From an optimization exercise on the open Yosys and OpenROAD flow, aimed at small area; shortcuts taken in it are not production practice. In this exercise RTL edits were held to simulation tests only and were not proved equivalent to the original. Power figures rest on the tool's default switching activity, not on a simulated workload.

==> design.v <==
module hb_i2c_eeprom (
    input  wire         clk,
    input  wire         rst,
    input  wire         step,        
    input  wire         scl,         
    input  wire         sda,         
    input  wire         prev_scl,
    input  wire         prev_sda,
    input  wire [31:0]  board_id,    
    input  wire [143:0] serial_id,   
    output reg          sda_drv
);
    localparam [6:0] SLAVE_ADDR = 7'h50;
    reg       idle;
    reg [1:0] g;
    reg [3:0] q;
    reg [7:0] sr;
    reg       dir;       
    reg [7:0] ee_cur;
    wire [207:0] img = {8'h4A, 8'h37, 8'h57, 8'h02, board_id, serial_id};
    wire [2:0]   bi  = ~q[2:0];    
    wire         hi  = (ee_cur >= 8'd26);
    wire [7:0]  sb;
    wire [25:0] sa;
    wire [25:0] bb;
    genvar gb, ga;
    generate
        for (gb = 0; gb < 8; gb = gb + 1) begin : g_sb
            assign sb[gb] = (bi == gb);
        end
        for (ga = 0; ga < 26; ga = ga + 1) begin : g_sa
            assign sa[ga] = (ee_cur[4:0] == ga);
            assign bb[ga] = |(sb & img[8*(25-ga) +: 8]);
        end
    endgenerate
    wire ee_bit = hi | |(sa & bb);
    wire rise  = step && (scl != prev_scl) && scl;
    wire fall  = step && (scl != prev_scl) && !scl;
    wire start = step && (scl == prev_scl) && scl && (sda != prev_sda) && !sda;
    wire stop  = step && (scl == prev_scl) && scl && (sda != prev_sda) && sda;
    wire q8 = (q == 4'd8);
    always @(posedge clk) begin
        if (rst) begin
            idle    <= 1'b1;
            g       <= 2'd0;
            q       <= 4'd0;
            sr      <= 8'd0;
            dir     <= 1'b0;
            ee_cur  <= 8'd0;
            sda_drv <= 1'b1;
        end else if (rise) begin
            sr <= {sr[6:0], sda};
        end else if (fall) begin
            if (idle) begin
                sda_drv <= 1'b1;
            end else begin
                q <= q8 ? 4'd0 : q + 4'd1;
                if (q8 && g != 2'd2)
                    g <= g + 2'd1;
                if (g == 2'd0) begin
                    if (!q8) begin
                        sda_drv <= 1'b1;
                    end else if (sr[7:1] == SLAVE_ADDR) begin
                        sda_drv <= 1'b0;
                        dir     <= sr[0];
                    end else begin
                        sda_drv <= 1'b1;
                        idle    <= 1'b1;
                    end
                end else if (!dir) begin
                    if (q8) begin
                        if (g == 2'd1)
                            ee_cur <= sr;
                        sda_drv <= 1'b0;
                    end else begin
                        sda_drv <= 1'b1;
                    end
                end else begin
                    if (q8) begin
                        ee_cur  <= ee_cur + 8'd1;
                        sda_drv <= 1'b1;
                    end else begin
                        sda_drv <= ee_bit;
                    end
                end
            end
        end else if (start) begin
            idle <= 1'b0;
            g    <= 2'd0;
            q    <= 4'd0;
            sr   <= 8'd0;
        end else if (stop) begin
            idle <= 1'b1;
        end
    end
endmodule
module hb_deframer (
    input  wire       clk,
    input  wire       rst,
    input  wire       step,
    input  wire [7:0] e,
    output reg        ev_valid,
    output reg        ev_sop,
    output reg        ev_last,
    output wire [7:0] ev_chan,
    output wire [7:0] ev_data    
);
    localparam [7:0] PKT_SOP     = 8'h7A;
    localparam [7:0] PKT_EOP     = 8'h7B;
    localparam [7:0] PKT_CHANNEL = 8'h7C;
    localparam [7:0] PKT_ESC     = 8'h7D;
    localparam [7:0] ESC_XOR     = 8'h20;
    reg        await_chan;
    reg        inner_esc;
    reg [7:0]  chan;
    assign ev_chan = chan;
    assign ev_data = inner_esc ? (e ^ ESC_XOR) : e;
    wire [85:0] sel;
    wire [1:0]  p;
    hb_grp_sel u_sel (
        .rst (rst),
        .c   (chan),
        .sel (sel),
        .p   (p)
    );
    wire [4:0] w;
    wire [4:0] nw;
    hb_grp_store u_store (
        .clk (clk),
        .sel (sel),
        .nw  (nw),
        .w   (w)
    );
    wire is_esc  = (e == PKT_ESC);
    wire is_chn  = (e == PKT_CHANNEL);
    wire is_sop  = (e == PKT_SOP);
    wire is_eop  = (e == PKT_EOP);
    wire plain   = !await_chan && !is_esc;
    wire op_app  = plain && (inner_esc || (!is_chn && !is_sop && !is_eop));
    wire op_sop  = plain && !inner_esc && is_sop;
    wire op_eop  = plain && !inner_esc && is_eop;
    wire [1:0] t;
    wire [4:0] nwc;
    hb_trit3 u_codec (
        .w   (w),
        .p   (p),
        .sop (step && op_sop),
        .eop (step && op_eop),
        .app (step && op_app),
        .t   (t),
        .nw  (nwc)
    );
    assign nw = rst ? 5'd0 : nwc;
    always @(posedge clk) begin
        ev_sop  <= op_sop;
        ev_last <= (t == 2'd2);
        if (rst) begin
            await_chan <= 1'b0;
            inner_esc  <= 1'b0;
            chan       <= 8'd0;
            ev_valid   <= 1'b0;
        end else begin
            ev_valid <= step && (op_sop || (op_app && t != 2'd0));
            if (step) begin
                if (await_chan) begin
                    chan       <= e;
                    await_chan <= 1'b0;
                end else if (is_esc) begin
                    inner_esc <= 1'b1;
                end else if (op_app) begin
                    inner_esc <= 1'b0;
                end else if (is_chn) begin
                    await_chan <= 1'b1;
                end
            end
        end
    end
endmodule
module hb_trit3(w, p, sop, eop, app, t, nw);
  input [4:0] w;
  wire [4:0] w;
  input [1:0] p;
  wire [1:0] p;
  input sop;
  wire sop;
  input eop;
  wire eop;
  input app;
  wire app;
  output [1:0] t;
  wire [1:0] t;
  output [4:0] nw;
  wire [4:0] nw;
  wire _000_;
  wire _001_;
  wire _002_;
  wire _003_;
  wire _004_;
  wire _005_;
  wire _006_;
  wire _007_;
  wire _008_;
  wire _009_;
  wire _010_;
  wire _011_;
  wire _012_;
  wire _013_;
  wire _014_;
  wire _015_;
  wire _016_;
  wire _017_;
  wire _018_;
  wire _019_;
  wire _020_;
  wire _021_;
  wire _022_;
  wire _023_;
  wire _024_;
  wire _025_;
  wire _026_;
  wire _027_;
  wire _028_;
  wire _029_;
  wire _030_;
  wire _031_;
  wire _032_;
  wire _033_;
  wire _034_;
  wire _035_;
  wire _036_;
  wire _037_;
  wire _038_;
  wire _039_;
  wire _040_;
  wire _041_;
  wire _042_;
  wire _043_;
  wire _044_;
  wire _045_;
  wire _046_;
  wire _047_;
  wire _048_;
  wire _049_;
  wire _050_;
  wire _051_;
  wire _052_;
  wire _053_;
  wire _054_;
  wire _055_;
  wire _056_;
  wire _057_;
  wire _058_;
  wire _059_;
  wire _060_;
  wire _061_;
  wire _062_;
  wire _063_;
  wire _064_;
  wire _065_;
  wire _066_;
  wire _067_;
  wire _068_;
  wire _069_;
  wire _070_;
  wire _071_;
  wire _072_;
  wire _073_;
  wire _074_;
  wire _075_;
  wire _076_;
  wire _077_;
  assign _000_ = ~w[3];
  assign _001_ = ~w[2];
  assign _002_ = ~p[0];
  assign _003_ = w[1] | ~(w[0]);
  assign _004_ = w[2] | _003_;
  assign _005_ = w[3] & ~(_004_);
  assign _006_ = w[0] | ~(w[1]);
  assign _007_ = w[0] | w[1];
  assign _008_ = w[0] & w[1];
  assign _009_ = _001_ & ~(_008_);
  assign _010_ = w[0] ^ w[1];
  assign _011_ = _001_ ? _010_ : _006_;
  assign _012_ = ~(p[0] | p[1]);
  assign _013_ = _001_ ? _006_ : _003_;
  assign _014_ = ~((_001_ | _010_) & _000_);
  assign _015_ = _004_ & ~(_014_);
  assign _016_ = ~((w[3] & _013_) | _015_);
  assign _017_ = ~((w[3] | _011_) & w[4]);
  assign _018_ = ~((w[4] | _016_) & (_017_ | _005_));
  assign _019_ = w[3] | w[2];
  assign _020_ = w[2] & w[1];
  assign _021_ = _000_ ? _020_ : _008_;
  assign _022_ = ~(_009_ | _021_);
  assign _023_ = w[2] & ~(w[3]);
  assign _024_ = _007_ & _023_;
  assign _025_ = w[4] ? _024_ : _022_;
  assign _026_ = ~((w[2] | _007_) & w[3]);
  assign _027_ = w[1] | _019_;
  assign _028_ = ~((w[1] | _019_) & w[4]);
  assign _029_ = w[4] ? _027_ : _026_;
  assign _030_ = ~(p[0] & p[1]);
  assign _031_ = ~((p[0] | _029_) & p[1]);
  assign _032_ = ~((_002_ | _025_) & _031_);
  assign t[0] = ~((_012_ & _018_) | _032_);
  assign _033_ = ~t[0];
  assign _034_ = ~((w[2] | _006_) & w[3]);
  assign _035_ = ~(w[4] & _034_);
  assign _036_ = _000_ ? _013_ : _011_;
  assign _037_ = ~((_015_ | _035_) & (_036_ | w[4]));
  assign _038_ = ~(_002_ & _037_);
  assign _039_ = w[2] & _008_;
  assign _040_ = ~((w[3] | _020_) & (_026_ | _039_));
  assign _041_ = w[4] | ~(_040_);
  assign _042_ = ~((w[3] & _009_) | _028_);
  assign _043_ = p[0] & ~(_042_);
  assign _044_ = ~((_041_ & _043_) | p[1]);
  assign _045_ = w[3] & ~(_009_);
  assign _046_ = ~((_028_ | _045_) & p[1]);
  assign _047_ = ~(_030_ & _046_);
  assign t[1] = ~((_038_ & _044_) | _047_);
  assign _048_ = app & ~(eop);
  assign _049_ = sop | _048_;
  assign _050_ = ~(t[1] & _049_);
  assign _051_ = p[1] ? p[0] : _050_;
  assign _052_ = ~(sop & t[1]);
  assign _053_ = ~((p[1] & _052_) | _051_);
  assign _054_ = w[4] ^ _053_;
  assign _055_ = eop | t[1];
  assign _056_ = t[0] & ~(_049_);
  assign _057_ = ~((sop & _033_) | (_055_ & _056_));
  assign _058_ = sop | ~(_048_);
  assign _059_ = t[1] ? _058_ : _057_;
  assign _060_ = ~((p[1] & _059_) | _051_);
  assign _061_ = w[3] & _060_;
  assign _062_ = w[3] | _060_;
  assign _063_ = _002_ & _050_;
  assign _064_ = ~((p[0] & _052_) | _063_);
  assign _065_ = ~(w[2] & _064_);
  assign _066_ = ~(w[2] ^ _064_);
  assign _067_ = _002_ ? _050_ : p[1];
  assign _068_ = ~((p[0] & _059_) | _067_);
  assign _069_ = w[1] & _068_;
  assign _070_ = _030_ & ~(_057_);
  assign _071_ = w[0] & _070_;
  assign _072_ = w[1] | _068_;
  assign _073_ = _069_ | ~(_072_);
  assign _074_ = ~((_071_ & _072_) | _069_);
  assign _075_ = ~((_066_ | _074_) & _065_);
  assign _076_ = ~((_061_ | _075_) & _062_);
  assign nw[4] = ~(_054_ ^ _076_);
  assign nw[1] = ~(_071_ ^ _073_);
  assign _077_ = _061_ | ~(_062_);
  assign nw[3] = ~(_075_ ^ _077_);
  assign nw[0] = w[0] ^ _070_;
  assign nw[2] = _066_ ^ _074_;
endmodule
module hb_grp_sel (
    input  wire        rst,
    input  wire [7:0]  c,
    output wire [85:0] sel,
    output wire [1:0]  p
);
    wire l0 = (c[1:0] != 2'd3);
    wire l1 = !l0 && (c[3:2] != 2'd3);
    wire l2 = !l0 && !l1 && (c[5:4] != 2'd3);
    wire l3 = (c[5:0] == 6'h3F) && (c[7:6] != 2'd3);
    wire l4 = (c == 8'hFF);
    assign p = l0 ? c[1:0] : l1 ? c[3:2] : l2 ? c[5:4] : l3 ? c[7:6] : 2'd0;
    wire [7:0] pa, pb;
    wire [3:0] qa, qb;
    genvar gi, gj;
    generate
        for (gi = 0; gi < 8; gi = gi + 1) begin : g_p
            assign pa[gi] = rst || (c[7:5] == gi);
            assign pb[gi] = rst || (l0 && c[4:2] == gi);
        end
        for (gi = 0; gi < 4; gi = gi + 1) begin : g_q
            assign qa[gi] = rst || (c[7:6] == gi);
            assign qb[gi] = rst || (l1 && c[5:4] == gi);
            assign sel[80 + gi] = rst || (l2 && c[7:6] == gi);
        end
        for (gi = 0; gi < 8; gi = gi + 1) begin : g_l0a
            for (gj = 0; gj < 8; gj = gj + 1) begin : g_l0b
                assign sel[8*gi + gj] = pa[gi] && pb[gj];
            end
        end
        for (gi = 0; gi < 4; gi = gi + 1) begin : g_l1a
            for (gj = 0; gj < 4; gj = gj + 1) begin : g_l1b
                assign sel[64 + 4*gi + gj] = qa[gi] && qb[gj];
            end
        end
    endgenerate
    assign sel[84] = rst || l3;
    assign sel[85] = rst || l4;
endmodule
module hb_grp_store (
    input  wire        clk,
    input  wire [85:0] sel,
    input  wire [4:0]  nw,
    output wire [4:0]  w
);
    reg [4:0] grp [0:84];
    reg [1:0] last_ch;
    wire [4:0] slot [0:86];
    wire [86:0] ssel = {1'b0, sel};
    genvar gk, gj;
    generate
        for (gj = 0; gj < 85; gj = gj + 1) begin : g_slot
            assign slot[gj] = grp[gj];
        end
    endgenerate
    assign slot[85] = {3'd0, last_ch};
    assign slot[86] = 5'd0;
    generate
        for (gk = 0; gk < 5; gk = gk + 1) begin : g_bit
            wire [28:0] y_n;
            for (gj = 0; gj < 29; gj = gj + 1) begin : g_sl
                hb_aoi222 u_sl (
                    .a0 (slot[3*gj][gk]),     .s0 (ssel[3*gj]),
                    .a1 (slot[3*gj + 1][gk]), .s1 (ssel[3*gj + 1]),
                    .a2 (slot[3*gj + 2][gk]), .s2 (ssel[3*gj + 2]),
                    .y_n (y_n[gj])
                );
            end
            assign w[gk] = ~&y_n;
        end
    endgenerate
    integer k;
    always @(posedge clk) begin
        for (k = 0; k < 85; k = k + 1)
            if (sel[k])
                grp[k] <= nw;
        if (sel[85])
            last_ch <= nw[1:0];
    end
endmodule
module hb_aoi222 (
    input  wire a0, s0, a1, s1, a2, s2,
    output wire y_n
);
    assign y_n = ~((a0 & s0) | (a1 & s1) | (a2 & s2));
endmodule
module hb_front (
    input  wire         clk,
    input  wire         rst,
    input  wire         in_valid,
    input  wire [7:0]   in_byte,
    input  wire [31:0]  board_id,
    input  wire [143:0] serial_id,
    output reg          resp_valid,
    output wire [7:0]   resp_byte,
    output wire         pkt_valid,
    output wire         pkt_sop,
    output wire         pkt_last,
    output wire [7:0]   pkt_chan,
    output wire [7:0]   pkt_byte,
    output reg          halted
);
    localparam [7:0] CMD_PREFIX = 8'h3A;
    localparam [7:0] OUTER_ESC  = 8'h3D;
    localparam [7:0] ESC_XOR    = 8'h20;
    reg       cfg_armed;
    reg       outer_esc;
    reg       prev_scl;
    reg       prev_sda;
    reg [7:0] byte_q;
    wire       sda_drv;
    wire [7:0] pkt_data;
    wire       take     = in_valid && !halted;
    wire       is_pfx   = (in_byte == CMD_PREFIX);
    wire       is_esc   = (in_byte == OUTER_ESC);
    wire       is_data  = take && !is_pfx && !is_esc;
    wire [7:0] eff      = outer_esc ? (in_byte ^ ESC_XOR) : in_byte;
    wire       cmd      = is_data && cfg_armed;
    wire       cmd_ok   = cmd && eff[0];
    wire       i2c_step = cmd_ok && !eff[7];
    wire       pkt_step = is_data && !cfg_armed;
    hb_i2c_eeprom u_i2c (
        .clk       (clk),
        .rst       (rst),
        .step      (i2c_step),
        .scl       (eff[4]),
        .sda       (eff[5]),
        .prev_scl  (prev_scl),
        .prev_sda  (prev_sda),
        .board_id  (board_id),
        .serial_id (serial_id),
        .sda_drv   (sda_drv)
    );
    hb_deframer u_deframer (
        .clk      (clk),
        .rst      (rst),
        .step     (pkt_step),
        .e        (eff),
        .ev_valid (pkt_valid),
        .ev_sop   (pkt_sop),
        .ev_last  (pkt_last),
        .ev_chan  (pkt_chan),
        .ev_data  (pkt_data)
    );
    assign pkt_byte  = byte_q;
    assign resp_byte = {pkt_valid, pkt_valid, byte_q[5:4], pkt_valid, {3{resp_valid}}};
    always @(posedge clk) begin
        byte_q <= cfg_armed ? {pkt_data[7:6], prev_sda & sda_drv, prev_scl, pkt_data[3:0]}
                            : pkt_data;
        if (rst) begin
            cfg_armed  <= 1'b0;
            outer_esc  <= 1'b0;
            prev_scl   <= 1'b1;
            prev_sda   <= 1'b1;
            halted     <= 1'b0;
            resp_valid <= 1'b0;
        end else begin
            resp_valid <= cmd_ok;
            if (take) begin
                if (is_pfx) begin
                    cfg_armed <= 1'b1;
                end else if (is_esc) begin
                    outer_esc <= 1'b1;
                end else begin
                    outer_esc <= 1'b0;
                    if (cfg_armed) begin
                        cfg_armed <= 1'b0;
                        if (!eff[0]) begin
                            halted <= 1'b1;
                        end else begin
                            prev_scl <= eff[4];
                            prev_sda <= eff[5];
                        end
                    end
                end
            end
        end
    end
endmodule
==> flow/run.sh <==
#!/bin/bash
# The standard layout, with the smallest buffer (buf_1) on the ports
# instead of the default clkdlybuf4s50_1. Each ORFS step keeps its own log
# under orfs/logs/; make's own output goes to standard.log.
bash standard.sh "BUFFER_PORTS_ARGS=-buffer_cell sky130_fd_sc_hd__buf_1" > standard.log 2>&1
==> standard.sh <==
#!/bin/bash
# synth_recipe.tcl (not shown) runs the flow's synth.tcl, then flattens the netlist and writes it again
# the make line also repeats each setting of config.mk as NAME=value (left out here)
make -C /OpenROAD-flow-scripts/flow DESIGN_CONFIG=/design/flow/config.mk WORK_HOME=/design/flow/orfs CLKGATE_MAP_FILE= SYNTH_SCRIPT=/design/flow/synth_recipe.tcl "${@:-finish}"
==> config.mk <==
export PLATFORM = sky130hd
export DESIGN_NAME = hb_front
export DESIGN_NICKNAME = hb_front
export VERILOG_FILES = /design/flow/design.v
export SDC_FILE = /design/flow/constraint.sdc
export NUM_CORES = 4
export LEC_CHECK = 0
export ABC_AREA = 0
export CAP_MARGIN = 20
export CORE_MARGIN = 2
export CORE_UTILIZATION = 40
export CTS_BUF_LIST = sky130_fd_sc_hd__clkbuf_8
export CTS_CLUSTER_DIAMETER = 100
export CTS_CLUSTER_SIZE = 11
export SLEW_MARGIN = 20
export SYNTH_HIERARCHICAL = 1
==> constraint.sdc <==
create_clock -name core_clock -period 10.0 [get_ports {clk}]
set_input_delay 2.0000 -clock core_clock [delete_from_list [all_inputs] [get_ports {clk}]]
set_output_delay 2.0000 -clock core_clock [all_outputs]
set_load 0.01 [all_outputs]
==> impl_metrics.csv, run 1 <==
group,metric,value,unit
status,status,"finished clean",
clocking,clk_pin_slew,0.07,ns
place,post-place-cells,2201,
layout,fin_cells,2273,
global_routing,grt_overflow,0,
clocking,clock-root-buffer,"clkbuf_8",
sta,clock.fmax,113.7,MHz
min_path,worstHoldStart,"u_i2c.g[0]$_SDFFE_PP0P_",
power,power,3.624,mW
sta,setup_ws,1.202,ns
sta,hold_viol,0,
clocking,post_cts_buffers,0,
setup_path,reg2reg_slack,2.29,ns
clocking,hold_buffers,0,
sta,slew_headroom,36.22,%
clocking,cts_resized,0,
die,start_util,40.68,%
setup_path,r2r_start,"u_deframer.chan[6]$_SDFFE_PP0P_",
min_path,hold_depth,2,
setup_path,crit_arrival,9.20,ns
logic_synthesis,async_flop_share,0,%
logic_synthesis,yosysTopAreaCell,"edfxtp_1",
power,peakVddDrop,0.08139,mV
setup_path,crit_fanout,85,
logic_synthesis,yosysWarnings,12,
place,post-place-ws,0.6381,ns
global_routing,grt_pass1_wl,74.00,mm
global_routing,grt_pass1_vias,12684,
setup_path,rr_endpoint,"u_deframer.u_store.grp[43][4]$_DFFE_PP_",
drt,via_count,13692,
drt,drc,0,
layout,drive_above_1_share,7.707,%
logic_synthesis,syn_avg_cell_area,14.77,µm²
layout,nets,1797,
drt,vias_per_cell,6.024,
clocking,cts_tree,"done",
drt,drt_wl_total,48.91,mm
place,place_area,0.02152,mm²
logic_synthesis,seq_area_frac_synth,69.48,%
die,coreArea,0.04905,mm²
setup_path,end_kind,"flip-flop",
die,die_area,0.05169,mm²
layout,fin_area,0.02230,mm²
setup_path,start_kind,"primary input",
die,die_x,227.4,µm
die,die_h,227.4,µm
clocking,clock_sinks,479,
setup_path,crit_type,"primary input to flip-flop",
clocking,htreeDepth,2,
drt,postRouteAntennaNets,0,
logic_synthesis,synth-edff-count,427,
min_path,min_to,"u_i2c.g[0]$_SDFFE_PP0P_",
min_path,hold_path.class,"flip-flop to flip-flop",
logic_synthesis,synth.area.top_cells,"edfxtp_1 (64%), a222oi_1 (9.6%), dfxtp_1 (5.2%), nor2_1 (1.9%), nand2_1 (1.5%)",
clocking,clockBufferDepth,3,
logic_synthesis,ys_top_cells_by_count,"edfxtp_1 (427), a222oi_1 (192), nor2_1 (99), nand2_1 (81), dfxtp_1 (52)",
layout,multiInputGateArea,0.005652,mm²
drt,first_iter_violations,2050,
clocking,cts_buffers,49,
global_routing,grt_antenna_before_repair,0,
logic_synthesis,synth.most_common_cell,"edfxtp_1",
global_routing,grt_max_degree,86,
place,dp_hpwl,32.43,mm
sta,rsz0062_at_grt,"false",
power,p_per_area,162.5,mW/mm²
clocking,clkLatencyLatePin,0.65,ns
sta,tightest_slew,0.9523,ns
die,boundaryPins,216,
drt,first_pass_iters,14,
logic_synthesis,syn_inst,1351,
sta,finalCritPeriodShare,87.98,%
setup_path,required,10.40,ns
place,routabilityCongestion,0.8527,
sta,finalMaxSlewViolations,0,
sta,setup_violations,0,
logic_synthesis,yosysTopAreaCellShare,64.26,%
layout,diodes,0,
sta,tns,0,ns
place,port_buffers,215,
die,placementRows,81,
sta,skew,0.02714,ns
power,p_leak,7.306,nW
global_routing,grt_usage,18.47,%
logic_synthesis,synth_area,0.01995,mm²
logic_synthesis,synth-seq-cells,479,
logic_synthesis,synth_flop_cell,"edfxtp_1",
layout,synthToLayoutAreaGrowth,11.73,%
setup_path,rr_worst_depth,21,
logic_synthesis,synth_cell_types,92,
layout,fillerInstances,4363,
sta,period_needed,8.798,ns
layout,seq_area,0.01386,mm²
drt,wl_per_cell,21.52,µm
run,drv_cap,0,
==> cell type report <==
cell class,count,area share (%)
inverter,30,0.5107
clock buffer,49,3.025
timing repair buffer,246,4.737
multi-input combinational,782,25.35
sequential,479,62.18
tap,664,3.726
clock inverter,23,0.4714
==> critical path, cell delays in order <==
cell and delay, ns:
clkbuf_4 0.26, buf_4 0.29, a21oi_1 0.58, nor2_1 0.37
a222oi_1 0.73, nand4_1 0.18, nor4_1 0.50, nand2_1 0.43
or3b_1 0.47, a21o_1 0.19, a32oi_1 0.31, nand2_4 0.11
o41ai_2 0.29, ha_1 0.20, inv_1 0.05, fa_1 0.41
fa_1 0.43, fa_1 0.44, xnor2_1 0.26, xnor2_2 0.15
nor2b_4 0.17, buf_12 0.32
==> per-layer routing <==
| metal | part of all wire (%) | wire, µm | vias up | track usage [%] |
|---|---|---|---|---|
| met5 | 0 | 0 | - | 0 |
| met3 | 7.8 | 3839 | 83 | 3.369 |
| met4 | 2.4 | 1194 | 0 | 6.009 |
| li1 | - | - | 6170 | - |
| met1 | 46 | 22270 | 6824 | 27.08 |
| met2 | 44 | 21600 | 615 | 27.78 |
==> power by group <==
part / internal, mW / switching [mW]
registers: 2.27 / 0.0200
clock network: 0.451 / 0.639
logic: 0.0750 / 0.170
==> flip-flops by register name (all words and copies together), names as in the netlist, 2 cells and up <==
name / cells
u_i2c.q: 4
u_deframer.u_store.grp: 425
u_i2c.sr: 8
byte_q: 8
u_i2c.ee_cur: 8
u_i2c.g: 2
u_deframer.chan: 8
u_deframer.u_store.last_ch: 2
==> cell families after synthesis <==
kind of cell	count (synthesis)	share of synthesized area (%)
muxes	15	0.7901
buffers and inverters	102	2.615
and+or+nand+nor	355	9.186
adders and majority gates	22	1.492
xor gates and xnor gates	5	0.2571
other	1	0.01879
DFF	479	69.48
AOI/OAI and AO/OA	372	16.17
==> through the flow <==
stage                     util (%)  hold WS (ns)
final                        45.45        0.4836
after global routing         45.45        0.5086
after CTS                    45.45        0.4857
after detailed placement     43.86        0.4740
after global placement       43.86        0.4618
after floorplan                  -        0.4492
==> modules after synthesis, one instance, submodules excluded <==
module | times used | flip-flops and latches
hb_grp_sel | 1 | 0
hb_aoi222 | 145 | 0
hb_front | 1 | 14
hb_trit3 | 1 | 0
hb_deframer | 1 | 13
hb_i2c_eeprom | 1 | 25
hb_grp_store | 1 | 427
==> how the worst max path moves through the flow <==
stage                                              end  slack, ns  from  depth (start not counted)
2_1_floorplan   u_deframer.u_store.grp[0][4]$_DFFE_PP_       0.14   rst                         22
3_3_place_gp    u_deframer.u_store.grp[8][4]$_DFFE_PP_       0.64   rst                         22
3_5_place_dp   u_deframer.u_store.grp[74][4]$_DFFE_PP_       0.64   rst                         23
4_1_cts        u_deframer.u_store.grp[43][4]$_DFFE_PP_       1.32   rst                         22
5_1_grt        u_deframer.u_store.grp[63][4]$_DFFE_PP_       0.72   rst                         22
6_report       u_deframer.u_store.grp[43][4]$_DFFE_PP_       1.20   rst                         22
==> cell usage in the layout (no fill, tap or decap), types with 6 or more instances in the layout <==
cell      instances
a211oi_1          7
a221oi_1          8
mux2i_1          12
nand2_1          81
a22oi_1          10
a222oi_1        192
nor3b_1           8
a21o_1           22
clkbuf_8         49
nand4_1          37
inv_1            47
edfxtp_1        427
nor2b_1          18
nor3_1            9
a221o_1           9
nand3_1          38
nor4_1           12
a21oi_1          51
dfxtp_1          52
ha_1             19
buf_4            30
nor2_1           99
o21ai_0          18
a32oi_1           6
and2_1            6
conb_1           13
buf_1           214
==> inputs of run 2 (changes only) <==
--- a/design.v
+++ b/design.v
@@ -20,3 +20,2 @@
     wire [207:0] img = {8'h4A, 8'h37, 8'h57, 8'h02, board_id, serial_id};
-    wire [2:0]   bi  = ~q[2:0];    
     wire         hi  = (ee_cur >= 8'd26);
@@ -24,14 +23,31 @@
     wire [25:0] sa;
-    wire [25:0] bb;
-    genvar gb, ga;
+    hb_ee_sel u_ee_sel (
+        .cur (ee_cur[4:0]),
+        .q   (q[2:0]),
+        .sa  (sa),
+        .sb  (sb)
+    );
+    wire [7:0] col;
+    genvar gb, gs;
     generate
-        for (gb = 0; gb < 8; gb = gb + 1) begin : g_sb
-            assign sb[gb] = (bi == gb);
-        end
-        for (ga = 0; ga < 26; ga = ga + 1) begin : g_sa
-            assign sa[ga] = (ee_cur[4:0] == ga);
-            assign bb[ga] = |(sb & img[8*(25-ga) +: 8]);
+        for (gb = 0; gb < 8; gb = gb + 1) begin : g_col
+            wire [21:0] d;
+            wire [21:0] s;
+            for (gs = 0; gs < 22; gs = gs + 1) begin : g_d
+                assign d[gs] = img[8*(25-(gs+4)) + gb];
+                assign s[gs] = sa[gs+4];
+            end
+            wire [7:0] y_n;
+            for (gs = 0; gs < 7; gs = gs + 1) begin : g_sl
+                hb_aoi222 u_sl (.a0(d[3*gs]), .s0(s[3*gs]), .a1(d[3*gs+1]), .s1(s[3*gs+1]),
+                                .a2(d[3*gs+2]), .s2(s[3*gs+2]), .y_n(y_n[gs]));
+            end
+            assign y_n[7] = ~(d[21] & s[21]);
+            assign col[gb] = ~&y_n;
         end
     endgenerate
-    wire ee_bit = hi | |(sa & bb);
+    wire [31:0] cst = img[207:176];
+    wire [7:0]  ccol = (sa[0] ? cst[31:24] : 8'd0) | (sa[1] ? cst[23:16] : 8'd0)
+                     | (sa[2] ? cst[15:8] : 8'd0) | (sa[3] ? cst[7:0] : 8'd0);
+    wire ee_bit = hi | |(sb & (col | ccol));
     wire rise  = step && (scl != prev_scl) && scl;
@@ -96,2 +112,19 @@
 endmodule
+module hb_ee_sel (
+    input  wire [4:0]  cur,
+    input  wire [2:0]  q,
+    output wire [25:0] sa,
+    output wire [7:0]  sb
+);
+    wire [2:0] b = ~q;
+    genvar gi;
+    generate
+        for (gi = 0; gi < 8; gi = gi + 1) begin : g_sb
+            assign sb[gi] = (b == gi);
+        end
+        for (gi = 0; gi < 26; gi = gi + 1) begin : g_sa
+            assign sa[gi] = (cur == gi);
+        end
+    endgenerate
+endmodule
 module hb_deframer (
==> impl_metrics.csv, run 2 <==
group,metric,value,unit
run,drv_cap,0,
drt,via_count,13716,
drt,first_iter_violations,1959,
layout,final_cell_mix,"edfxtp_1 (427), buf_1 (214), a222oi_1 (201), nor2_1 (127), nand2_1 (55)",
place,post-place-cells,2187,
logic_synthesis,synth.most_common_cell,"edfxtp_1",
logic_synthesis,yosysWarnings,11,
die,die_x,226.1,µm
setup_path,crit_fanout,63,
drt,postRouteAntennaNets,0,
sta,hold_viol,0,
logic_synthesis,async_flop_share,0,%
setup_path,crit_arrival,9.33,ns
sta,period_needed,8.832,ns
logic_synthesis,synth_xor_xnor_area_share,0.2663,%
setup_path,critPathMaxStageDelay,0.77,ns
setup_path,crit_slowest_cell,"nor4_1",
die,coreArea,0.04885,mm²
global_routing,grt_pass1_wl,78.61,mm
setup_path,end_kind,"flip-flop",
layout,drive_above_1_share,7.519,%
layout,post-route-util,45.46,%
power,swShare,22.85,%
drt,drt_wl_total,52.53,mm
logic_synthesis,yosysTopAreaCell,"edfxtp_1",
logic_synthesis,synth_fa_ha_area_share,1.065,%
clocking,post_cts_buffers,0,
layout,regMostFlops,"u_deframer.u_store.grp",
global_routing,grt_antenna_before_repair,1,
logic_synthesis,synth.area.top_cells,"edfxtp_1 (65%), a222oi_1 (10%), dfxtp_1 (5.3%), nor2_1 (2.4%), nand4_1 (1.4%)",
global_routing,grt_usage,20.12,%
power,p_comb_share,6.4,%
sta,tns,0,ns
power,seqPwrFrac,62.9,%
layout,fin_area,0.02221,mm²
logic_synthesis,synth_top_family_by_area,"compound AO/OA/AOI/OAI gates",
die,die_h,226.1,µm
global_routing,grt_max_degree,86,
global_routing,grt_overflow,0,
die,die_area,0.05112,mm²
setup_path,crit_type,"primary input to flip-flop",
global_routing,grt_pass1_vias,13053,
die,placementRows,81,
status,status,"finished clean",
sta,rsz0062_at_grt,"false",
drt,drc,0,
logic_synthesis,synth_flop_cell,"edfxtp_1",
clocking,clock_sinks,479,
sta,finalMaxSlewViolations,0,
power,intPower,2.806,mW
sta,setup_violations,0,
clocking,clock-root-buffer,"clkbuf_8",
setup_path,required,10.50,ns
layout,layout_commonest_cell,"edfxtp_1",
drt,vias_per_cell,6.066,
sta,finalCritPeriodShare,88.32,%
power,p_sw,0.8313,mW
clocking,cts_resized,0,
power,p_leak,7.291,nW
layout,fin_cells,2261,
layout,largest_reg_flops,425,
layout,nets,1777,
die,boundaryPins,216,
min_path,hold_path.class,"flip-flop to flip-flop",
logic_synthesis,yosysTopAreaCellShare,64.99,%
clocking,clockBufferDepth,3,
sta,clock.fmax,113.2,MHz
clocking,htreeDepth,2,
place,place_area,0.02140,mm²
logic_synthesis,synth_area,0.01973,mm²
logic_synthesis,synth-edff-count,427,
sta,tightest_slew,0.9782,ns
logic_synthesis,synth-compound-area-share,15.47,%
power,peakVddDrop,0.1062,mV
clocking,cts_buffers,49,
logic_synthesis,syn_inst,1316,
sta,slew_headroom,34.54,%
clocking,clk_pin_slew,0.07,ns
setup_path,start_kind,"primary input",
drt,first_pass_iters,10,
clocking,hold_buffers,0,
logic_synthesis,seq_area_frac_synth,70.26,%
clocking,cts_tree,"done",
setup_path,path_cells,"clkbuf_4, a21oi_1, nor2_1, a222oi_1, nand4_1, nor4_1, nand2_1, inv_1, ha_1, nor2b_1, o311ai_2, o32ai_2, a2bb2oi_1, o311a_1, ha_1, inv_1, fa_1, fa_1, fa_1, inv_1, nor2b_4, buf_12, buf_4",
logic_synthesis,ys_top_cells_by_count,"edfxtp_1 (427), a222oi_1 (201), nor2_1 (127), nand2_1 (55), dfxtp_1 (52)",
place,dp_hpwl,36.19,mm
logic_synthesis,synthMuxAreaShare,0.4693,%
layout,synthToLayoutAreaGrowth,12.55,%
logic_synthesis,syn_avg_cell_area,14.99,µm²
place,routabilityCongestion,0.9742,
clocking,clkLatencyLatePin,0.66,ns
power,clockPowerShare,30.6,%
die,start_util,40.39,%
logic_synthesis,synth_cell_types,86,
logic_synthesis,synth-simple-area-share,10.41,%
sta,skew,0.04146,ns
power,p_per_area,163.8,mW/mm²
drt,wl_per_cell,23.23,µm
logic_synthesis,synth-seq-cells,479,
place,port_buffers,215,
run 2: path summary, 6_finish.rpt:
| kind | from | to | slack, ns | cells after the start |
|---|---|---|---|---|
| worst max-delay path | rst | u_deframer.u_store.grp[19][3]$_DFFE_PP_ | 1.17 | 23 |
| worst min-delay path | u_i2c.g[0]$_SDFFE_PP0P_ | u_i2c.g[0]$_SDFFE_PP0P_ | 0.48 | 2 |
| worst max register to register | u_deframer.chan[0]$_SDFFE_PP0P_ | u_deframer.u_store.grp[19][3]$_DFFE_PP_ | 1.92 | 23 |
| worst min register to register | u_i2c.g[0]$_SDFFE_PP0P_ | u_i2c.g[0]$_SDFFE_PP0P_ | 0.48 | 2 |
run 2: layout make-up:
class | instances | area, µm²
fillers | 4340 | 26640
repair buffers | 242 | 1049
flip-flops and latches | 479 | 13860
clock buffers | 52 | 715.7
diodes | 1 | 2.502
well taps | 664 | 830.8
clock inverters | 20 | 80.08
multi-input cells | 772 | 5549
inverters | 31 | 116.4
run 2: per-module statistics from Yosys, one instance, submodules excluded:
module,cells inside,copies in the design,cell area [µm²]
hb_grp_store,483,1,13140
hb_i2c_eeprom,210,1,1672
hb_grp_sel,143,1,725.7
hb_deframer,81,1,656.9
hb_trit3,85,1,633.1
hb_front,63,1,614.3
hb_ee_sel,50,1,277.8
hb_aoi222,1,201,10.01
run 2: through the flow:
stage	hold WS [ns]	power (mW)	setup WS, ns
2_1_floorplan	0.4492	2.452	0.6174
3_5_place_dp	0.4696	2.568	0.7107
5_1_grt	0.5173	3.770	0.9195
3_3_place_gp	0.4656	2.562	0.8688
6_report	0.4767	3.637	1.168
4_1_cts	0.4805	3.681	1.384
run 2: logic make-up after synthesis:
logic type / count (synthesis)
AOI/OAI and AO/OA: 349
xor gates and xnor gates: 6
adders and majority gates: 15
buffers and inverters: 77
DFF: 479
muxes: 9
other: 1
and+or+nand+nor: 380
run 2: worst max-delay path: cells and delay by family:
kind            cells  cell delay (ns)
fa+ha+maj           5             1.67
buf+inv             6             1.04
compound gates      6             2.23
simple gates        6             2.35
run 2: power by group through the flow:
stage	clock (mW)	sequential, mW	combinational, mW
2_1_floorplan	0	2.33	0.123
3_3_place_gp	0	2.33	0.231
3_5_place_dp	0	2.33	0.235
4_1_cts	1.16	2.29	0.236
5_1_grt	1.22	2.29	0.254
6_report	1.11	2.29	0.234
run 2: layer usage:
metal	vias to the layer above	GRT usage [%]	part of all wire (%)	routed length, µm
met5	-	0	0	0
met4	0	5.518	2.3	1201
met3	84	3.760	7.2	3787
met2	592	31.97	47	24560
met1	6907	28.37	44	22980
li1	6133	-	-	-
==> inputs of run 3 (changes only) <==
--- a/config.mk
+++ b/config.mk
@@ -13,3 +13,3 @@
 export CTS_CLUSTER_DIAMETER = 100
-export CTS_CLUSTER_SIZE = 11
+export CTS_CLUSTER_SIZE = 13
 export SLEW_MARGIN = 20
==> impl_metrics.csv, run 3 <==
group,metric,value,unit
setup_path,crit_type,"primary input to flip-flop",
logic_synthesis,synth_area,0.01973,mm²
drt,first_iter_violations,2005,
global_routing,grt_usage,19.99,%
drt,drc,0,
logic_synthesis,yosysTopAreaCellShare,64.99,%
clocking,htreeDepth,2,
die,placementRows,81,
global_routing,use_met2,32.05,%
logic_synthesis,synth-simple-area-share,10.41,%
layout,drive_above_1_share,7.008,%
sta,setup_violations,0,
setup_path,critPathTopFamily,"simple AND/OR/NAND/NOR gates",
logic_synthesis,ys_top_cells_by_count,"edfxtp_1 (427), a222oi_1 (201), nor2_1 (127), nand2_1 (55), dfxtp_1 (52)",
layout,seq_area,0.01386,mm²
layout,final_cell_mix,"edfxtp_1 (427), buf_1 (214), a222oi_1 (201), nor2_1 (127), nand2_1 (55)",
drt,postRouteAntennaNets,0,
global_routing,met3_usage,3.136,%
setup_path,crit_arrival,9.14,ns
layout,fin_cells,2248,
drt,wl_per_cell,23.22,µm
setup_path,critPathMaxStageDelay,0.71,ns
die,start_util,40.39,%
sta,tightest_slew,0.9532,ns
logic_synthesis,synth-compound-area-share,15.47,%
logic_synthesis,synthMuxAreaShare,0.4693,%
die,coreArea,0.04885,mm²
drt,first_pass_iters,11,
place,place_area,0.02140,mm²
layout,fillerInstances,4351,
sta,finalCritPeriodShare,86.62,%
global_routing,grt_max_degree,86,
die,die_h,226.1,µm
status,status,"finished clean",
clocking,cts_buffers,42,
setup_path,end_kind,"flip-flop",
sta,tns,0,ns
clocking,clk_pin_slew,0.10,ns
clocking,clkLatencyLatePin,0.64,ns
die,die_area,0.05112,mm²
logic_synthesis,synth_fa_ha_area_share,1.065,%
logic_synthesis,syn_inst,1316,
clocking,clockBufferDepth,3,
place,dp_hpwl,36.19,mm
layout,largest_reg_flops,425,
die,die_x,226.1,µm
clocking,cts_tree,"done",
logic_synthesis,async_flop_share,0,%
setup_path,required,10.48,ns
global_routing,grt_overflow,0,
sta,period_needed,8.662,ns
sta,clock.fmax,115.4,MHz
power,peakVddDrop,0.08547,mV
clocking,clock_sinks,479,
power,p_per_area,159.9,mW/mm²
logic_synthesis,yosysTopAreaCell,"edfxtp_1",
logic_synthesis,synth_top_family_by_area,"compound AO/OA/AOI/OAI gates",
sta,slew_headroom,36.22,%
run,drv_cap,0,
clocking,clock-root-buffer,"clkbuf_8",
setup_path,start_kind,"primary input",
drt,vias_per_cell,6.042,
power,p_leak,7.200,nW
layout,synthToLayoutAreaGrowth,11.84,%
logic_synthesis,seq_area_frac_synth,70.26,%
logic_synthesis,synth_flop_cell,"edfxtp_1",
sta,hold_viol,0,
global_routing,grt_pass1_wl,78.16,mm
logic_synthesis,synth.most_common_cell,"edfxtp_1",
global_routing,grt_pass1_vias,12959,
clocking,post_cts_buffers,0,
min_path,hold_path.class,"flip-flop to flip-flop",
logic_synthesis,yosysWarnings,11,
drt,drt_wl_total,52.19,mm
setup_path,path_cells,"clkbuf_4, a21oi_1, nor2_1, a222oi_1, nand4_1, nor4_1, nand2_1, inv_1, ha_1, nor2b_1, o311ai_2, o32ai_2, a2bb2oi_1, o311a_1, ha_1, inv_1, fa_1, fa_1, fa_1, inv_1, nor2b_4, buf_12, buf_4",
logic_synthesis,synth_xor_xnor_area_share,0.2663,%
sta,finalMaxSlewViolations,0,
global_routing,grt_antenna_before_repair,1,
clocking,cts_resized,0,
setup_path,crit_buf_inv,6,
logic_synthesis,synth-seq-cells,479,
logic_synthesis,synth-edff-count,427,
die,boundaryPins,216,
global_routing,met1_usage,28.31,%
global_routing,busiest_layer,"met2",
logic_synthesis,synth_cell_types,86,
setup_path,crit_slowest_cell,"a21oi_1",
layout,nets,1770,
logic_synthesis,synth.area.top_cells,"edfxtp_1 (65%), a222oi_1 (10%), dfxtp_1 (5.3%), nor2_1 (2.4%), nand4_1 (1.4%)",
clocking,hold_buffers,0,
setup_path,crit_fanout,63,
sta,rsz0062_at_grt,"false",
logic_synthesis,syn_avg_cell_area,14.99,µm²
layout,diodes,0,
layout,layout_commonest_cell,"edfxtp_1",
sta,skew,0.04134,ns
drt,via_count,13582,
place,routabilityCongestion,0.9742,
place,port_buffers,215,
layout,fin_area,0.02207,mm²
layout,regMostFlops,"u_deframer.u_store.grp",
place,post-place-cells,2187,
layout,multiInputGateArea,0.005549,mm²
sta,hold_slack,0.4800,ns
==> run 3: changes by cell type in the layout (fill, tap and decap cells not counted), sizes merged <==
| cell | previous run | this run |
|---|---|---|
| clkinvlp | 1 | 2 |
| diode | 1 | 0 |
| clkbuf | 53 | 43 |
| inv | 49 | 46 |
==> run 3: final timing paths <==
kind	startpoint	to	slack (ns)	depth (start not counted)
setup reg to reg	u_deframer.chan[0]$_SDFFE_PP0P_	u_deframer.u_store.grp[38][3]$_DFFE_PP_	2.10	23
setup / recovery	rst	u_deframer.u_store.grp[38][3]$_DFFE_PP_	1.34	23
hold / removal	u_i2c.g[0]$_SDFFE_PP0P_	u_i2c.g[0]$_SDFFE_PP0P_	0.48	2
hold reg to reg	u_i2c.g[0]$_SDFFE_PP0P_	u_i2c.g[0]$_SDFFE_PP0P_	0.48	2
==> run 3: logic make-up after synthesis <==
| family | Yosys count |
|---|---|
| and+or+nand+nor | 380 |
| muxes | 9 |
| buffers and inverters | 77 |
| AOI/OAI and AO/OA | 349 |
| xor gates and xnor gates | 6 |
| adders and majority gates | 15 |
| DFF | 479 |
| other | 1 |
==> run 3: report_power, final <==
part           total (mW)  switching [mW]  internal (mW)  leakage (nW)
logic               0.234           0.167         0.0675          2.31
clock network        1.01           0.618          0.388         0.383
registers            2.29          0.0207           2.27          4.51
==> run 3: through the flow <==
step / setup WS [ns] / utilization (%) / total power [mW]
floorplan: 0.6174 / - / 2.452
global placement: 0.8688 / 43.80 / 2.562
detailed placement: 0.7107 / 43.81 / 2.568
CTS: 1.354 / 45.16 / 3.568
global route: 0.8887 / 45.17 / 3.659
finish: 1.338 / 45.17 / 3.528
==> run 3: cell type report <==
class / instances / share of cell area (%)
clock inverters: 18 / 0.3629
flip-flops and latches: 479 / 62.83
multi-input cells: 772 / 25.15
clock buffers: 42 / 2.620
repair buffers: 242 / 4.752
well taps: 664 / 3.765
inverters: 31 / 0.5273
==> run 3: worst register-to-register path, stage by stage, from the launching register on <==
cell       delay, ns
dfxtp_1         0.55
a21boi_1        0.20
a21oi_1         0.75
nor2_1          0.41
a222oi_1        0.60
nand4_1         0.34
nor4_1          0.65
nand2_1         0.27
inv_1           0.23
ha_1            0.28
nor2b_1         0.14
o311ai_2        0.30
o32ai_2         0.21
a2bb2oi_1       0.19
o311a_1         0.18
ha_1            0.15
inv_1           0.06
fa_1            0.41
fa_1            0.39
fa_1            0.44
inv_1           0.06
nor2b_4         0.40
buf_12          0.31
buf_4           0.21
==> run 3: Yosys stat by module (local to each module, per instance) <==
module         times used  cells inside  flops+latches  cell area (µm²)
hb_grp_store            1           483            427            13140
hb_i2c_eeprom           1           210             25             1672
hb_grp_sel              1           143              0            725.7
hb_deframer             1            81             13            656.9
hb_trit3                1            85              0            633.1
hb_front                1            63             14            614.3
hb_ee_sel               1            50              0            277.8
hb_aoi222             201             1              0            10.01
==> run 3: routing by layer <==
layer / vias up / part of all wire [%] / wire (µm)
met5: - / 0.023 / 12
met4: 2 / 2.1 / 1094
met3: 72 / 7.2 / 3770
met2: 576 / 47 / 24550
met1: 6829 / 44 / 22760
li1: 6103 / - / -
==> inputs of run 4 (changes only) <==
--- a/config.mk
+++ b/config.mk
@@ -13,3 +13,3 @@
 export CTS_CLUSTER_DIAMETER = 100
-export CTS_CLUSTER_SIZE = 13
+export CTS_CLUSTER_SIZE = 16
 export SLEW_MARGIN = 20
==> impl_metrics.csv, run 4 <==
group,metric,value,unit
logic_synthesis,seq_area_frac_synth,70.26,%
clocking,cts_tree,"done",
layout,post-route-util,45.03,%
layout,nets,1764,
layout,fillerInstances,4371,
die,die_h,226.1,µm
drt,drt_wl_total,52.21,mm
place,port_buffers,215,
sta,skew,0.02816,ns
drt,vias_per_cell,6.099,
clocking,post_cts_buffers,0,
die,coreArea,0.04885,mm²
place,dp_hpwl,36.19,mm
sta,tns,0,ns
global_routing,grt_overflow,0,
sta,finalMaxSlewViolations,0,
logic_synthesis,synth_flop_cell,"edfxtp_1",
logic_synthesis,synth_area,0.01973,mm²
logic_synthesis,yosysTopAreaCell,"edfxtp_1",
global_routing,met1_usage,28.30,%
global_routing,met3_usage,3.123,%
layout,largest_reg_flops,425,
layout,layout_commonest_cell,"edfxtp_1",
layout,regMostFlops,"u_deframer.u_store.grp",
drt,drc,0,
die,die_area,0.05112,mm²
sta,period_needed,8.721,ns
clocking,clock-root-buffer,"clkbuf_8",
setup_path,crit_type,"primary input to flip-flop",
logic_synthesis,synth-seq-cells,479,
die,placementRows,81,
layout,synthToLayoutAreaGrowth,11.48,%
global_routing,grt_max_degree,86,
logic_synthesis,synth.most_common_cell,"edfxtp_1",
global_routing,grt_antenna_before_repair,1,
global_routing,grt_pass1_vias,12929,
power,peakVddDrop,0.06392,mV
sta,tightest_slew,0.9511,ns
layout,final_cell_mix,"edfxtp_1 (427), buf_1 (214), a222oi_1 (201), nor2_1 (127), nand2_1 (55)",
setup_path,crit_fanout,63,
sta,rsz0062_at_grt,"false",
drt,wl_per_cell,23.30,µm
status,status,"finished clean",
die,boundaryPins,216,
sta,setup_violations,0,
sta,hold_slack,0.4818,ns
clocking,clk_pin_slew,0.11,ns
setup_path,reg2reg_slack,2.06,ns
drt,via_count,13668,
logic_synthesis,synth.area.top_cells,"edfxtp_1 (65%), a222oi_1 (10%), dfxtp_1 (5.3%), nor2_1 (2.4%), nand4_1 (1.4%)",
clocking,cts_resized,0,
clocking,cts_buffers,36,
sta,finalCritPeriodShare,87.21,%
sta,setup_ws,1.279,ns
setup_path,required,10.49,ns
logic_synthesis,syn_inst,1316,
global_routing,grt_usage,19.99,%
die,start_util,40.39,%
clocking,hold_buffers,0,
layout,seq_area,0.01386,mm²
place,post-place-ws,0.7107,ns
logic_synthesis,syn_avg_cell_area,14.99,µm²
setup_path,path_cells,"clkbuf_4, a21oi_1, nor2_1, a222oi_1, nand4_1, nor4_1, nand2_1, inv_1, ha_1, nor2b_1, o311ai_2, o32ai_2, a2bb2oi_1, o311a_1, ha_1, inv_1, fa_1, fa_1, fa_1, inv_1, nor2b_4, buf_12, buf_4",
sta,slew_headroom,36.36,%
run,drv_cap,0,
logic_synthesis,synth_cell_types,86,
setup_path,start_kind,"primary input",
logic_synthesis,yosysTopAreaCellShare,64.99,%
clocking,clock_sinks,479,
clocking,clkLatencyLatePin,0.62,ns
setup_path,critPathMaxStageDelay,0.72,ns
drt,first_iter_violations,2280,
setup_path,crit_slowest_cell,"a21oi_1",
logic_synthesis,ys_top_cells_by_count,"edfxtp_1 (427), a222oi_1 (201), nor2_1 (127), nand2_1 (55), dfxtp_1 (52)",
global_routing,grt_pass1_wl,78.05,mm
logic_synthesis,async_flop_share,0,%
min_path,hold_path.class,"flip-flop to flip-flop",
global_routing,use_met2,32.02,%
drt,postRouteAntennaNets,0,
logic_synthesis,synth-edff-count,427,
clocking,clockBufferDepth,3,
layout,drive_above_1_share,6.789,%
sta,hold_viol,0,
power,p_leak,7.152,nW
global_routing,busiest_layer,"met2",
die,die_x,226.1,µm
place,routabilityCongestion,0.9742,
setup_path,crit_arrival,9.21,ns
sta,clock.fmax,114.7,MHz
power,p_per_area,158.0,mW/mm²
layout,multiInputGateArea,0.005549,mm²
drt,first_pass_iters,13,
setup_path,end_kind,"flip-flop",
logic_synthesis,yosysWarnings,11,
clocking,htreeDepth,2,
==> run 4: cells by family (layout without fill, tap and decap cells) <==
logic type                 count (synthesis)  in the layout  share of synthesized area [%]
other                                      1             14                        0.01901
muxes                                      9              9                         0.4693
adders and majority gates                 15             15                          1.065
and+or+nand+nor                          380            380                          10.41
DFF                                      479            479                          70.26
buffers and inverters                     77            325                          2.029
xor gates and xnor gates                   6              6                         0.2664
AOI/OAI and AO/OA                        349            349                          15.47
==> run 4: worst max-delay path: cells and delay by family <==
kind	cells	cell delay, ns
compound gates	6	2.19
fa+ha+maj	5	1.67
buf+inv	6	1.02
simple gates	6	2.25
==> run 4: final cells by class <==
type	instances	area share, %
diodes	1	0.01138
clock inverters	15	0.3470
repair buffers	242	4.767
inverters	31	0.5290
clock buffers	37	2.315
multi-input cells	772	25.23
well taps	664	3.777
flip-flops and latches	479	63.03
==> run 4: path summary, 6_finish.rpt <==
check        depth (start not counted)                                      end                             from
min reg2reg                          2                  u_i2c.g[0]$_SDFFE_PP0P_          u_i2c.g[0]$_SDFFE_PP0P_
max                                 23  u_deframer.u_store.grp[38][3]$_DFFE_PP_                              rst
max reg2reg                         23  u_deframer.u_store.grp[38][3]$_DFFE_PP_  u_deframer.chan[0]$_SDFFE_PP0P_
min                                  2                  u_i2c.g[0]$_SDFFE_PP0P_          u_i2c.g[0]$_SDFFE_PP0P_
==> run 4: power breakdown <==
group	total, mW	switching (mW)	internal (mW)
registers	2.29	0.0207	2.27
clock network	0.954	0.607	0.347
logic	0.234	0.167	0.0675
==> run 4: through the flow <==
stage,instances,total power [mW],area (µm²)
after floorplan,1328,2.452,19780
after global placement,2186,2.562,21400
after detailed placement,2187,2.568,21400
after CTS,2239,3.520,21990
after global routing,2240,3.604,21990
final,2241,3.476,22000
==> run 4: Yosys stat by module (local to each module, per instance) <==
module,cell area (µm²),flops+latches,times used,cells inside
hb_deframer,656.9,13,1,81
hb_ee_sel,277.8,0,1,50
hb_grp_sel,725.7,0,1,143
hb_grp_store,13140,427,1,483
hb_i2c_eeprom,1672,25,1,210
hb_aoi222,10.01,0,201,1
hb_front,614.3,14,1,63
hb_trit3,633.1,0,1,85
==> run 4: routing by layer <==
metal  vias up  share of wire (%)
met5         -                  0
met2       570                 47
met3        80                6.8
met1      6926                 44
met4         0                2.2
li1       6092                  -

-- static timing again, ports no longer ideal --
The results above use ideal ports. As a check the final layouts listed here were re-extracted and re-timed, cells and wires unchanged. Step 1 sets driving cells, clkbuf_16 on the clock port and buf_2 on the other inputs (assumed; they add their load-dependent delay and slew). Step 2, shift: input delay + t, output delay - t, t = (earliest + latest rising clock arrival at the registers) / 2. This alone moves slack from input paths to output paths. Slacks: ideal / step 1 / step 2; pairs: ideal / step 1.
run	shift t [ns]	slack for setup (ns)	latest minus earliest clock arrival (ns)	cell pins on the clock port's net
run 1	0.685	1.202 / 1.200 / 0.514	0.027 / 0.027	1
run 2	0.690	1.168 / 1.147 / 0.457	0.042 / 0.042	1
run 3	0.672	1.338 / 1.317 / 0.645	0.042 / 0.042	1
run 4	0.658	1.279 / 1.255 / 0.597	0.029 / 0.028	1
After both steps setup and hold are still met in every run listed. For run 2, which loses most, drivers alone change the setup slack by -0.021 ns; drivers and shift together by -0.711 ns.
